From an optimization exercise on the open Yosys and OpenROAD flow, aimed at small area, a short achievable clock period and few clock cycles; shortcuts taken in it are not production practice. Only simulation tests tie the RTL to the original design; equivalence was not proved. Power figures rest on the tool's default switching activity, not on a simulated workload.

==> flow/design.v, too long to show whole: its modules and the start of the top module <==
// module rde_sieve: 978 lines
// module rde_sieve_grp0: 252 lines
// module rde_sieve_grp1: 319 lines
// module rde_sieve_grp2: 324 lines
// module rde_sieve_grp3: 329 lines
// module rde_sieve_grp4: 331 lines
// module rde_sieve_grp5: 328 lines
// module rde_sieve_grp6: 329 lines
// module rde_sieve_grp7: 329 lines
module rde_sieve (
    input  wire        clk,
    input  wire        rst,
    input  wire        ld_en,
    input  wire [5:0]  ld_idx,
    input  wire [15:0] ld_data,
    input  wire        set_en,
    input  wire [63:0] set_lsb,
    input  wire [2:0]  set_mod6,
    input  wire        go,
    input  wire [1:0]  go_mode,
    input  wire [7:0]  go_count,
    output reg         out_valid,
    output reg  [63:0] out_lsb,
    output reg         done,
    output wire [63:0] lsb
);
  // ...
==> flow/flow/run.sh <==
#!/bin/bash
# Own layout flow: the standard ORFS flow (standard.sh, standard synthesis
# unchanged), with timing repair aiming at a setup slack margin so that the
# achieved period shrinks, ABC's buffers removed before placement (the
# resizer buffers the design itself), and more antenna repair iterations.
# The ORFS tools write their full logs under orfs/logs; this script's own
# output goes to run.log.
exec > run.log 2>&1
set -x
export SETUP_SLACK_MARGIN=18.5
export REMOVE_ABC_BUFFERS=1
export MAX_REPAIR_ANTENNAS_ITER_DRT=20
export MAX_REPAIR_ANTENNAS_ITER_GRT=10
bash standard.sh finish
==> flow/standard.sh <==
#!/bin/bash
# synth_recipe.tcl (not shown) runs the flow's synth.tcl, then flattens the netlist and writes it again
# the make line also repeats each setting of config.mk as NAME=value (left out here)
make -C /OpenROAD-flow-scripts/flow DESIGN_CONFIG=/design/flow/config.mk WORK_HOME=/design/flow/orfs CLKGATE_MAP_FILE= SYNTH_SCRIPT=/design/flow/synth_recipe.tcl "${@:-finish}"
==> flow/config.mk <==
export PLATFORM = sky130hd
export DESIGN_NAME = rde_sieve
export DESIGN_NICKNAME = rde_sieve
export VERILOG_FILES = /design/flow/design.v
export SDC_FILE = /design/flow/constraint.sdc
export NUM_CORES = 8
export LEC_CHECK = 0
export CAP_MARGIN = 50
export CORE_MARGIN = 2
export CORE_UTILIZATION = 35
export SLEW_MARGIN = 50
export SYNTH_HIERARCHICAL = 1
==> flow/constraint.sdc <==
create_clock -name core_clock -period 25.0 [get_ports {clk}]
set_input_delay 5.0000 -clock core_clock [delete_from_list [all_inputs] [get_ports {clk}]]
set_output_delay 5.0000 -clock core_clock [all_outputs]
set_load 0.01 [all_outputs]
==> run summary, run 1 <==
Leaving out fill and tap cells, the most frequent cells in the layout are sky130_fd_sc_hd__nand2_1 (1325), sky130_fd_sc_hd__nor2_1 (880), sky130_fd_sc_hd__o22ai_1 (593). The hold-fix buffer count after cts is 0. The number of sequential cells came out at around 760. The final layout net count is ~11000.

The portion of the layout cell area used by non-clock buffers is 8.05%. The clock latency on the worst-skew pair came out at between 0.8 and 0.9 ns. The maximum vdd drop is slightly below 1 mV. The starting density of the core came out at 35.3%. The total CTS buffers came out at 98.

The largest registers in the layout are lsb_r x64, out_lsb x64. The synthesis-to-layout area growth came out at 20.0%. The post-layout minimum cycle time is 6.81 ns.

The placer's final routability congestion estimate came out at approximately 1.1. After layout, the clock buffer instance count stands at ~120. Dividing the synthesized area by the synthesized cell count gives around 7.5 µm². The signal arrival time at the worst endpoint came out at 7.50 ns. The smallest hold slack is ~0.48 ns. The final number of hold-violating endpoints was 0.

The part of the total power dissipated in sequential elements is between 15 and 20%. The share of the final layout cell area in sequential cells is a little over a fifth. The critical hold path startpoint is lsb_r[7].

In this run the worst setup path terminates at lsb_r[20]. The most common library cell in the layout ignoring fill and taps is sky130_fd_sc_hd__nand2_1. The slowest stage cell on the critical path is sky130_fd_sc_hd__nor2_4. The startpoint identified for the worst register-to-register timing path is c_v. The sequential cell power came out at 2.04 mW. The number of remaining DRC errors came out at 0. The first TritonRoute pass finished after 7 iterations. The worst setup path is captured at a flip-flop.

The total of cells resized after clock tree synthesis is between 800 and 900. The delay of the slowest cell on the worst path is about 0.32 ns. The instance count along the most critical hold path is 2. The heaviest power group is combinational cells. The final total power came out at between 10 and 15 mW. The inverter count came out at roughly 400.

The clock network power is ~1.5 mW. The wire length on met3 came out at between 60000 and 70000 µm. The number of warnings issued by yosys came out at 7. Among the stages of the critical path, the cell type that occurs most often is sky130_fd_sc_hd__buf_12. The post-placement worst setup slack is about 15 ns. The number of buffer and inverter instances along the worst setup path is 6. The run finished with no timing, DRC or antenna violations. The area of the mapped netlist came out at 81300 µm². The switching power summed over all nets is between 8 and 9 mW.
Testbench counts, summed over its fixed seeds: cycles 2,160.
==> inputs of run 2 (changes only) <==
--- a/flow/design.v
+++ b/flow/design.v
@@ -741,21 +741,16 @@
   assign wr_en[56] = z_v & (z_idx == 6'd56);
   assign wr_en[57] = z_v & (z_idx == 6'd57);
   assign wr_en[58] = z_v & (z_idx == 6'd58);
   assign wr_en[59] = z_v & (z_idx == 6'd59);
   assign wr_en[60] = z_v & (z_idx == 6'd60);
   assign wr_en[61] = z_v & (z_idx == 6'd61);
   assign wr_en[62] = z_v & (z_idx == 6'd62);
   assign wr_en[63] = z_v & (z_idx == 6'd63);
-  function [5:0] ip_init(input [1:0] md, input [3:0] kk, input [2:0] ee);
-    if (ee == 3'd0) ip_init = {1'b0, kk, 1'b0};
-    else if (md == 2'd0 && ee <= 3'd2) ip_init = {1'b0, kk, 1'b1};
-    else ip_init = {1'b0, kk, 1'b0} + 6'd2;
-  endfunction
   wire m_plain = (mode == 2'd0);
   wire m_safe  = (mode == 2'd2);
   wire [15:0] k2 = m_safe ? kS : kB;
   reg  [31:0] m;
   integer jj;
   always @* begin
     for (jj = 0; jj < 16; jj = jj + 1) begin
       m[2*jj]   = ~kA[jj] & (m_plain | ~k2[jj]) & (2*jj >= ip);
@@ -771,31 +766,16 @@
       below[ii] = below[ii-1] | m[ii-1];
     more = 1'b0;
     for (ii = 0; ii < 32; ii = ii + 1) begin
       f1[ii] = m[ii] & ~below[ii];
       if (m[ii] & below[ii]) more = 1'b1;
     end
   end
   wire any  = |m;
-  wire idle = (state == S_IDLE);
-  wire [5:0] ip_p = ip_init(2'd0, k, e);
-  wire [5:0] ip_t = ip_init(2'd1, k, e);
-  reg g0, g1, g2;
-  integer gg;
-  always @* begin
-    g0 = 1'b0; g1 = 1'b0; g2 = 1'b0;
-    for (gg = 0; gg < 16; gg = gg + 1) begin
-      g0 = g0 | (~kA[gg] & (2*gg >= ip_p)) | (~kB[gg] & (2*gg+1 >= ip_p));
-      g1 = g1 | (~kA[gg] & ~kB[gg] & (2*gg >= ip_t));
-      g2 = g2 | (~kA[gg] & ~kS[gg] & (2*gg >= ip_t));
-    end
-  end
-  wire gany  = (go_mode == 2'd1) ? g1 : (go_mode == 2'd2) ? g2 : g0;
-  wire gskip = idle & go & kv_ok & (go_mode != 2'd3) & (go_count != 8'd0) & ~gany;
   wire last = (left == 8'd1);
   wire [5:0] ipn_p;
   assign ipn_p[0] = f1[0] | f1[2] | f1[4] | f1[6] | f1[8] | f1[10] | f1[12] | f1[14] | f1[16] | f1[18] | f1[20] | f1[22] | f1[24] | f1[26] | f1[28] | f1[30];
   assign ipn_p[1] = f1[1] | f1[2] | f1[5] | f1[6] | f1[9] | f1[10] | f1[13] | f1[14] | f1[17] | f1[18] | f1[21] | f1[22] | f1[25] | f1[26] | f1[29] | f1[30];
   assign ipn_p[2] = f1[3] | f1[4] | f1[5] | f1[6] | f1[11] | f1[12] | f1[13] | f1[14] | f1[19] | f1[20] | f1[21] | f1[22] | f1[27] | f1[28] | f1[29] | f1[30];
   assign ipn_p[3] = f1[7] | f1[8] | f1[9] | f1[10] | f1[11] | f1[12] | f1[13] | f1[14] | f1[23] | f1[24] | f1[25] | f1[26] | f1[27] | f1[28] | f1[29] | f1[30];
   assign ipn_p[4] = f1[15] | f1[16] | f1[17] | f1[18] | f1[19] | f1[20] | f1[21] | f1[22] | f1[23] | f1[24] | f1[25] | f1[26] | f1[27] | f1[28] | f1[29] | f1[30];
   assign ipn_p[5] = f1[31];
@@ -833,39 +813,44 @@
   assign off_nt[5] = f1[9] | f1[10] | f1[11] | f1[12] | f1[13] | f1[14] | f1[15] | f1[16] | f1[17] | f1[18] | f1[19] | f1[30] | f1[31];
   assign off_nt[6] = f1[20] | f1[21] | f1[22] | f1[23] | f1[24] | f1[25] | f1[26] | f1[27] | f1[28] | f1[29] | f1[30] | f1[31];
   assign off_nt[7] = 1'b0;
   wire wend_p = f1[31];
   wire wend_t = f1[30] | f1[31];
   wire [5:0] ip_next = m_plain ? ipn_p : ipn_t;
   wire [7:0]  off_n  = m_plain ? off_np : off_nt;
   wire wrap_end = m_plain ? wend_p : wend_t;
-  wire        refused = (mode == 2'd3) || (left == 8'd0);
-  wire        run_ok = (state == S_RUN) & ~refused;
   wire fill = (state == S_FILL);
-  assign step = fill | gskip | (run_ok & (~any | (last ? wrap_end : ~more)));
+  assign step = fill | (run_ok & (~any | (last ? wrap_end : ~more)));
   reg  [7:0]  o_pend;
   wire [55:0] hi_inc = lsb_r[63:8] + 56'd1;
-  wire [7:0]  o = {k, 2'b0} + {k, 1'b0} + {5'd0, e};
-  wire [9:0]  lo_base = {2'b0, lsb_r[7:0]} - {2'b0, idle ? o : o_pend};
+  wire [9:0]  lo_base = {2'b0, lsb_r[7:0]} - {2'b0, o_pend};
   wire [9:0]  lo_out = lo_base + {2'b0, off_f};
-  wire [9:0]  lo_adv = lo_base + ((run_ok & any & last) ? {2'b0, off_n} : 10'd96);
+  wire [9:0]  lo_adv = lo_base + ((any & last) ? {2'b0, off_n} : 10'd96);
   wire [63:0] lsb_out = {lo_out[8] ? hi_inc : lsb_r[63:8], lo_out[7:0]};
   wire [63:0] lsb_adv = {lo_adv[8] ? hi_inc : lsb_r[63:8], lo_adv[7:0]};
+  wire [7:0]  o = {k, 2'b0} + {k, 1'b0} + {5'd0, e};
+  wire        refused = (mode == 2'd3) || (left == 8'd0);
+  wire        run_ok = (state == S_RUN) & ~refused;
   wire        set_l = (state == S_IDLE) & set_en;
-  wire        adv_l = gskip | (run_ok & (~any | last | ~more));
+  wire        adv_l = run_ok & (~any | last | ~more);
   always @(posedge clk)
     lsb_r <= ({64{set_l}} & set_lsb) | ({64{adv_l}} & lsb_adv) | ({64{~(set_l | adv_l)}} & lsb_r);
   wire [2:0] e_set = (set_mod6 == 3'd5) ? 3'd0 : set_mod6 + 3'd1;
   wire       need_lo = (ptr != 7'd0) && ((eL != e) || aL);
   wire       need_hi = (ptr != 7'd64) && ((eH != e) || aH);
   wire       need_ren = need_lo | need_hi;
   reg  [6:0] rn_hi;
   wire       ld_adv = c_v && (c_idx == ptr[5:0]) && !ptr[6];
   wire [6:0] ptr1 = ptr + {6'd0, ld_adv};
+  function [5:0] ip_init(input [1:0] md, input [3:0] kk, input [2:0] ee);
+    if (ee == 3'd0) ip_init = {1'b0, kk, 1'b0};
+    else if (md == 2'd0 && ee <= 3'd2) ip_init = {1'b0, kk, 1'b1};
+    else ip_init = {1'b0, kk, 1'b0} + 6'd2;
+  endfunction
   always @(posedge clk) begin
     out_lsb <= lsb_out;
     if (rst) begin
       state     <= S_IDLE;
       out_valid <= 1'b0;
       done      <= 1'b0;
       kv_ok     <= 1'b0;
       ptr       <= 7'd0;
@@ -895,18 +880,18 @@
               aH  <= aL;
               eL  <= e_set;
               aL  <= 1'b0;
             end
           end
           if (go) begin
             mode   <= go_mode;
             left   <= go_count;
-            ip     <= gskip ? 6'd0 : ip_init(go_mode, k, e);
-            o_pend <= gskip ? 8'd0 : o;
+            ip     <= ip_init(go_mode, k, e);
+            o_pend <= o;
             state  <= kv_ok ? S_RUN : S_PREP;
           end
         end
         S_PREP: begin
           if (refused) begin
             done  <= 1'b1;
             state <= S_IDLE;
           end else if (!c_v) begin
==> flow/flow/run.sh (replaced) <==
#!/bin/bash
# Own layout flow: the standard ORFS flow (standard.sh) with
#  - the standard synthesis script (synth_recipe.tcl), except that ABC maps
#    with flow/area.abc (area-oriented; the registers are unchanged),
#  - timing repair aiming at a setup slack margin (the achieved period shrinks),
#  - ABC's buffers removed before placement, more antenna repair iterations.
# The ORFS tools write their full logs under orfs/logs; this script's own
# output goes to run.log.
exec > run.log 2>&1
set -x
HERE=$(pwd)
cat > my_synth.tcl <<EOT
proc abc {args} {
  set i [lsearch -exact \$args -script]
  if {\$i >= 0} { lset args [expr {\$i + 1}] $HERE/flow/area.abc }
  yosys abc {*}\$args
}
source $HERE/synth_recipe.tcl
EOT
sed "s|SYNTH_SCRIPT=[^ ]*synth_recipe.tcl|SYNTH_SCRIPT=$HERE/my_synth.tcl|" standard.sh > my_standard.sh
grep -c my_synth.tcl my_standard.sh
export SETUP_SLACK_MARGIN=18.5
export REMOVE_ABC_BUFFERS=1
export MAX_REPAIR_ANTENNAS_ITER_DRT=20
export MAX_REPAIR_ANTENNAS_ITER_GRT=10
bash my_standard.sh finish
==> flow/flow/area.abc (new file) <==
&get -n
&st
&dch
&nf
&st
&syn2
&dch
&nf
&put
==> flow/config.mk (replaced) <==
export PLATFORM = sky130hd
export DESIGN_NAME = rde_sieve
export DESIGN_NICKNAME = rde_sieve
export VERILOG_FILES = /design/flow/design.v
export SDC_FILE = /design/flow/constraint.sdc
export NUM_CORES = 8
export LEC_CHECK = 0
export CAP_MARGIN = 50
export CORE_MARGIN = 2
export CORE_UTILIZATION = 30
export SLEW_MARGIN = 50
export SYNTH_HIERARCHICAL = 1
==> run 2 against run 1 <==
  * Synthesized area decreased by 7.4%
  * Worst setup slack better by 0.26 ns
  * Cell count rose by 2.2%
  * Combinational power grew about 20%
  * Critical path type is now flip-flop to flip-flop
  * Power is 15% higher
  * Flip-flop and latch count stayed put
  * Fmax increased by 3.9%
  * Final area decreased by 4.6%
==> run summary, run 2 <==
The final layout net count is 11152 (was 11140). Result of the run: complete, no violations (unchanged). The starting density of the core is 30.2% (was 35.3%).

The number of warnings issued by yosys is 7 (unchanged). The final antenna-violating net count is 0 (unchanged). The met3 global-route usage is 12.0% (was 12.5%). The global-route met1 utilization came out at 53.9% (was 54.2%). The type of the tightest min-delay check is flip-flop to flip-flop (unchanged). The fraction of the cycle the final worst path needs came out at 26.2% (was 27.2%). The number of buffer and inverter instances along the worst setup path is 6 (unchanged). The share of final-layout standard cells stronger than drive strength 1 came to 12.9% (was 17.0%). The switching power summed over all nets came out at 9.24 mW (was 8.07 mW). The total CTS buffers came out at 98 (unchanged).

The global-route usage over all layers is 41.2% (was 42.9%). The cell with the most instances on the worst path was sky130_fd_sc_hd__a21oi_2 (was sky130_fd_sc_hd__buf_12). The placeable core area came out at 249000 µm² (was 231000 µm²).

The clock-pin slew of the registers on the worst-case setup and hold paths came out at 0.06 ns (about the same). The number of placement rows is 183 (was 176). The logic gate share of total power came out at 76.9% (was 73.4%).

The overflow left after global routing came out at 0 (unchanged). The average wire length per cell after detail routing came out at 39.2 µm (was 38.7 µm). The average size of a mapped cell is 7.59 µm² (was 7.51 µm²). The most used routing layer in global routing is met2 (unchanged). The die outline area came to 255000 µm² (was 236000 µm²). The wire length of the first global-routing pass was 747000 µm (was 724000 µm). The count of input and output buffers came out at 226 (unchanged). The power per cell area came out at 166 nW/µm² (was 138 nW/µm²). The number of clock sinks came out at 762 (unchanged). Setup repair after global routing missed its margin: true (unchanged).

The most common library cell in the layout ignoring fill and taps is sky130_fd_sc_hd__nand2_1 (unchanged). The detailed router's first-iteration violation count came out at 14722 (was 15221). The internal power component is 6.20 mW (was 5.40 mW). The kind of cell adding the most delay to the critical path is compound AO/OA/AOI/OAI gates (unchanged).

The placer's final routability congestion estimate was 1.08 (was 1.13). Largest registers: lsb_r x64, out_lsb x64 (unchanged). The met2 capacity usage during global routing is 59.8% (was 63.0%). The switching power as a share of total power was 59.8% (was 59.9%). Top library cells by usage in the layout, fill and taps aside: sky130_fd_sc_hd__nand2_1 (1190), sky130_fd_sc_hd__nor2_1 (1084), sky130_fd_sc_hd__edfxtp_1 (542) (was sky130_fd_sc_hd__nand2_1 (1325), sky130_fd_sc_hd__nor2_1 (880), sky130_fd_sc_hd__o22ai_1 (593)). The boundary pin count was 234 (unchanged).

The type of element capturing the critical path is a flip-flop (unchanged). The post-placement worst setup slack was 16.44 ns (was 14.97 ns). The leakage power summed over all cells is 32.4 nW (was 36.5 nW). The maximum clock frequency is 153 MHz (was 147 MHz).

The number of remaining DRC errors is 0 (unchanged). The width of the die is 505 µm (was 486 µm). The height of the chip is 505 µm (was 486 µm). The number of global-route vias before repair is 87522 (was 88891). The worst slew margin relative to its limit came to 39.7% (was 42.6%). The number of antenna violations at the first check in global routing is 38 (was 39). The cell at the root of the clock tree is sky130_fd_sc_hd__clkbuf_16 (unchanged). The CTS H-tree depth is 3 (unchanged).

The CTS tree is built (unchanged). The sort of element at the start of the critical path is a flip-flop (was input pin). The post-layout minimum cycle time was 6.55 ns (was 6.81 ns). The synthesis-to-layout area growth is 23.6% (was 20.0%). The number of fill cells in the layout is 26457 (was 23095). The slowest stage cell on the critical path is sky130_fd_sc_hd__fa_1 (was sky130_fd_sc_hd__nor2_4). The maximum vdd drop was 0.599 mV (was 0.975 mV). The number of max-capacitance violations reported came out at 0 (unchanged). The post-synthesis instance total came to 9925 (was 10824). The maximum clock path buffer count is 3 (unchanged). The via density per instance came out at 6.77 (was 6.98). The maximum number of pins on one net before global-route repair came out at 73 (was 60). The worst setup margin is 18.45 ns (was 18.19 ns).

The startpoint-to-endpoint class of the critical path is flip-flop to flip-flop (was input pin to flip-flop). The max-slew violation total from the final report is 0 (unchanged). The area of the mapped netlist is 75300 µm² (was 81300 µm²). The total wirelength of the detailed-routed design is 557000 µm (was 537000 µm). The final number of hold-violating endpoints was 0 (unchanged).

The signal arrival time at the worst endpoint is 7.25 ns (was 7.50 ns). The part of the total power dissipated in sequential elements was 13.1% (was 15.2%). The worst clock skew is 0.0891 ns (was 0.0419 ns).

The part of the total power dissipated in the clock network came out at 10.0% (was 11.4%). The final-layout setup total negative slack was 0 ns (unchanged). The biggest fanout along the worst timing path came to 6 (was 5). The via count is 96023 (was 96815). The delay of the slowest cell on the worst path came to 0.50 ns (was 0.32 ns). The actual slew at the worst max-slew pin is 0.902 ns (was 0.854 ns).

The total setup violations reported at the end of the flow is 0 (unchanged). The required time reported for the critical path endpoint came out at 25.70 ns (was 25.69 ns). The HPWL after detailed placement came out at 419000 µm (was 404000 µm). The clock latency on the worst-skew pair came out at 0.83 ns (was 0.81 ns).

The first-pass iteration count of the detailed router is 7 (unchanged).
## run 2: worst paths after layout
path                            startpoint          end  slack [ns]  cells past startpoint
worst max-delay path                   c_v      z_v6[7]       18.45                     34
worst min-delay path             lsb_r[13]  out_lsb[13]        0.49                      1
worst max register to register         c_v      z_v6[7]       18.45                     34
worst min register to register   lsb_r[13]  out_lsb[13]        0.49                      1
## run 2: power by group through the flow
stage	clock network [mW]	logic (mW)	registers, mW
3_5_place_dp	0	9.53	2.07
2_1_floorplan	0	4.35	2.00
3_3_place_gp	0	9.32	2.07
6_report	1.55	11.9	2.02
4_1_cts	1.57	10.6	2.01
5_1_grt	1.61	12.3	2.05
## run 2: cell type report
cell class / count / area (µm²) / area share, %
multi-input cells: 8697 / 55700 / 59.8
inverters: 385 / 1480 / 1.59
repair buffers: 808 / 7340 / 7.88
clock buffers: 123 / 2650 / 2.85
well taps: 3330 / 4170 / 4.47
clock inverters: 58 / 790 / 0.848
diodes: 18 / 45.0 / 0.0484
flip-flops and latches: 762 / 20900 / 22.5
## run 2: routing by layer
metal / share of wire (%) / wire (µm)
met2: 41 / 227000
met3: 12 / 64500
met4: 7.8 / 43200
met5: 0.045 / 249
met1: 40 / 222000
## run 2: through the flow
stage	utilization, %	instances	cell area (µm²)	hold slack (ns)	power [mW]
2_1_floorplan	-	9841	74700	0.444	6.35
3_3_place_gp	33.7	13738	84100	0.473	11.4
3_5_place_dp	34.4	13781	85800	0.481	11.6
4_1_cts	36.6	14068	91100	0.488	14.1
5_1_grt	37.4	14167	93100	0.503	15.9
6_report	37.4	14181	93100	0.492	15.4
## run 2: what timing repair did
item,CTS,global route
gates cloned,3,12
hold buffers,0,0
setup buffers,103,65
hold endpoints to repair,0,0
setup endpoints to repair,693,328
gates resized for setup,629,186
pin swaps,62,95
Testbench counts of run 2, summed over its fixed seeds: cycles 2,213.
==> inputs of run 3 (changes only) <==
--- a/flow/flow/run.sh
+++ b/flow/flow/run.sh
@@ -1,7 +1,8 @@
 #!/bin/bash
 # Own layout flow: the standard ORFS flow (standard.sh) with
-#  - the standard synthesis script (synth_recipe.tcl), except that ABC maps
-#    with flow/area.abc (area-oriented; the registers are unchanged),
+#  - the standard synthesis script (synth_recipe.tcl), except that ABC maps the
+#    lane group modules (rde_sieve_grp*) with flow/area.abc, an area-oriented
+#    script; the top module keeps ORFS's script, and the registers are unchanged,
 #  - timing repair aiming at a setup slack margin (the achieved period shrinks),
 #  - ABC's buffers removed before placement, more antenna repair iterations.
 # The ORFS tools write their full logs under orfs/logs; this script's own
@@ -12,8 +13,14 @@
 cat > my_synth.tcl <<EOT
 proc abc {args} {
   set i [lsearch -exact \$args -script]
-  if {\$i >= 0} { lset args [expr {\$i + 1}] $HERE/flow/area.abc }
+  set ga \$args
+  if {\$i >= 0} { lset ga [expr {\$i + 1}] $HERE/flow/area.abc }
+  yosys select rde_sieve_grp*
+  yosys abc {*}\$ga
+  yosys select -clear
+  yosys select rde_sieve
   yosys abc {*}\$args
+  yosys select -clear
 }
 source $HERE/synth_recipe.tcl
 EOT
==> flow/flow/area.abc (replaced) <==
&get -n
&st
&dc2
&syn2
&dch -f
&nf -R 1000 -a
&put
==> run 3 against run 2 <==
  * First-iteration DRC count up 2.4%
  * Worst setup slack worse by 0.026 ns
  * Routed wire length is 9.6% lower
  * Combinational power down 34%
  * Die area grew 1.4%
==> run summary, run 3 <==
The area of placed instances is 84100 µm² (was 85800 µm²). The fraction of the cycle the final worst path needs came out at 26.3% (was 26.2%). The placeable core area came out at 254000 µm² (was 249000 µm²).

The smallest hold slack is 0.452 ns (was 0.492 ns). The startpoint of the worst-slack reg-to-reg timing path is rn_i[5] (was c_v). The leakage power summed over all cells came to 32.4 nW (about the same).

The sort of element at the start of the critical path is a flip-flop (unchanged). The critical hold path startpoint is lsb_r[63] (was lsb_r[13]). The required time reported for the critical path endpoint is 25.67 ns (was 25.70 ns). The terminus of the critical flop-to-flop path is z_add[6] (was z_v6[7]).

The average wire length per cell after detail routing came to 35.0 µm (was 39.2 µm). The count of cells along the worst register-to-register path is 25 (was 34). The number of clock sinks is 762 (unchanged).

The first-pass iteration count of the detailed router is 10 (was 7). The type of the tightest min-delay check is flip-flop to flip-flop (unchanged). The HPWL after detailed placement is 386000 µm (was 419000 µm). The total CTS buffers came to 98 (unchanged). The signal arrival time at the worst endpoint came to 7.25 ns (about the same). The post-placement worst setup slack is 17.10 ns (was 16.44 ns). The placer's final routability congestion estimate is 1.20 (was 1.08). The maximum number of pins on one net before global-route repair came out at 66 (was 73). The global-route usage over all layers is 36.9% (was 41.2%). The number of max-capacitance violations reported came to 0 (unchanged). The biggest fanout along the worst timing path came out at 9 (was 6). The maximum vdd drop is 0.610 mV (was 0.599 mV). The delay of the slowest cell on the worst path was 0.67 ns (was 0.50 ns). The clock latency on the worst-skew pair came out at 0.82 ns (was 0.83 ns). The maximum clock frequency came to 152 MHz (was 153 MHz). The average size of a mapped cell is 7.18 µm² (was 7.59 µm²). The area of the mapped netlist came out at 76400 µm² (was 75300 µm²). The width of the die is 509 µm (was 505 µm). The max-slew violation total from the final report was 0 (unchanged). The maximum clock path buffer count was 3 (unchanged). The slowest stage cell on the critical path is sky130_fd_sc_hd__nor4_2 (was sky130_fd_sc_hd__fa_1). The boundary pin count came out at 234 (unchanged). The startpoint-to-endpoint class of the critical path is flip-flop to flip-flop (unchanged). The detailed router's first-iteration violation count is 15071 (was 14722). Result of the run: complete, no violations (unchanged). The via density per instance is 6.59 (was 6.77).

The share of final-layout standard cells stronger than drive strength 1 came to 9.94% (was 12.9%). The synthesis-to-layout area growth is 17.7% (was 23.6%). The power per cell area came out at 125 nW/µm² (was 166 nW/µm²). The final number of hold-violating endpoints is 0 (unchanged).

The number of warnings issued by yosys came out at 7 (unchanged). The total wirelength of the detailed-routed design is 503000 µm (was 557000 µm). Top library cells by usage in the layout, fill and taps aside: sky130_fd_sc_hd__nand2_1 (1853), sky130_fd_sc_hd__nor2_1 (1143), sky130_fd_sc_hd__o21ai_0 (689) (was sky130_fd_sc_hd__nand2_1 (1190), sky130_fd_sc_hd__nor2_1 (1084), sky130_fd_sc_hd__edfxtp_1 (542)). The type of element capturing the critical path was a flip-flop (unchanged). The CTS H-tree depth came out at 3 (unchanged). The CTS tree is built (unchanged).

The most common library cell in the layout ignoring fill and taps is sky130_fd_sc_hd__nand2_1 (unchanged). The final-layout setup total negative slack came out at 0 ns (unchanged). Largest registers: lsb_r x64, out_lsb x64 (unchanged). The worst setup margin was 18.42 ns (was 18.45 ns). The total setup violations reported at the end of the flow is 0 (unchanged). The final standard cell area without fillers came to 90000 µm² (was 93100 µm²). The count of input and output buffers is 226 (unchanged). The end point of the critical path is z_add[6] (was z_v6[7]).

The height of the chip is 509 µm (was 505 µm). The launch point of the critical path is rn_i[5] (was c_v). The post-synthesis instance total was 10642 (was 9925). The number of global-route vias before repair came out at 85638 (was 87522). The starting density of the core is 30.1% (was 30.2%). The number of antenna violations at the first check in global routing is 34 (was 38).

The final layout net count is 11333 (was 11152). The register-to-register setup slack is 18.42 ns (was 18.45 ns). The worst slew margin relative to its limit was 34.0% (was 39.7%). The post-layout minimum cycle time is 6.58 ns (was 6.55 ns). Setup repair after global routing missed its margin: true (unchanged). The wire length of the first global-routing pass came out at 684000 µm (was 747000 µm). The die outline area came out at 259000 µm² (was 255000 µm²).

The actual slew at the worst max-slew pin is 0.988 ns (was 0.902 ns). The worst clock skew is 0.0781 ns (was 0.0891 ns). The cell at the root of the clock tree is sky130_fd_sc_hd__clkbuf_16 (unchanged).

The via count came to 94845 (was 96023). The number of placement rows is 185 (was 183). The number of remaining DRC errors is 0 (unchanged). The final antenna-violating net count is 0 (unchanged). The clock-pin slew of the registers on the worst-case setup and hold paths is 0.07 ns (was 0.06 ns). The overflow left after global routing is 0 (unchanged).
run 3: worst max-delay path, delay by kind of cell, from the launching register on:
| kind | cells | cell delay (ns) |
|---|---|---|
| AO/OA/AOI/OAI | 10 | 2.15 |
| AND/OR/NAND/NOR | 6 | 1.91 |
| adder cells (fa/ha/maj) | 2 | 0.67 |
| buffers and inverters | 4 | 0.63 |
| multiplexers | 1 | 0.24 |
| flip-flops | 1 | 0.35 |
| XOR/XNOR | 2 | 0.44 |
run 3: through the flow:
stage / util (%) / power (mW) / std cells
finish: 35.5 / 11.2 / 14395
global route: 35.4 / 11.7 / 14381
CTS: 34.8 / 10.9 / 14311
detailed placement: 33.2 / 9.31 / 14081
global placement: 32.7 / 9.16 / 14065
floorplan: - / 5.19 / 10246
run 3: final cells by class:
class	count	area [µm²]
Multi-Input combinational cell	9110	54700
Clock buffer	130	2740
Tap cell	3366	4210
Inverter	375	1420
Fill cell	27373	164000
Clock inverter	50	577
Antenna cell	16	40.0
Timing Repair Buffer	586	5390
Sequential cell	762	20900
run 3: what timing repair did:
item                                    CTS  global route
resized for setup                       427           161
pin swaps                                19            46
endpoints found under the setup margin  204           187
cloned                                    2             6
buffers inserted                         48            51
hold buffers                              0             0
run 3: worst min path at each step:
stage	slack, ns	to	cells past startpoint
2_1_floorplan	0.47	aH	2
3_3_place_gp	0.50	lsb_r[1]	2
3_5_place_dp	0.50	lsb_r[1]	2
4_1_cts	0.45	out_lsb[63]	1
5_1_grt	0.47	out_lsb[63]	1
6_report	0.45	out_lsb[63]	1
run 3: report_power, final:
part	switching [mW]	internal, mW	total [mW]
combinational	5.76	2.16	7.91
clock	0.657	0.831	1.49
sequential	0.227	1.59	1.82
run 3: layer usage:
layer / global-route usage, % / routed length [µm] / share of wire (%) / up-vias
met2: 52.3 / 200000 / 40 / 7212
li1: - / - / - / 40312
met1: 46.6 / 193000 / 38 / 45390
met3: 12.9 / 65400 / 13 / 1903
met4: 24.9 / 44400 / 8.8 / 28
met5: 0.315 / 292 / 0.058 / -

-- afterwards: timing with drivers on the ports --
The flow's constraints put no driver on any port. The routed layouts listed below were extracted and timed again, unchanged, in two steps.
Step 1 (the two cells are an assumption about what drives the block):
set clk [get_ports {clk}]
set_driving_cell -lib_cell sky130_fd_sc_hd__clkbuf_16 $clk
set_driving_cell -lib_cell sky130_fd_sc_hd__buf_2 [delete_from_list [all_inputs] $clk]
Step 2 times the ports against the registers' clock, not the clock port: input delays grow and output delays shrink by t, the midpoint of the rising clock arrivals with the driver on.
Three values: no drivers, after step 1, after step 2; two values: the first two.
| run | t (ns) | slack for setup (ns) | worst register clock-pin slew, ns |
|---|---|---|---|
| run 1 | 0.901 | 18.189 / 18.240 / 17.338 | 0.07 / 0.07 |
| run 2 | 0.893 | 18.447 / 18.445 / 17.787 | 0.07 / 0.07 |
| run 3 | 0.894 | 18.422 / 18.422 / 17.716 | 0.08 / 0.08 |
After both steps setup and hold are still met in every run listed. The setup slack of run 1, which loses most, moves by +0.051 ns with the drivers and by -0.851 ns with both steps.
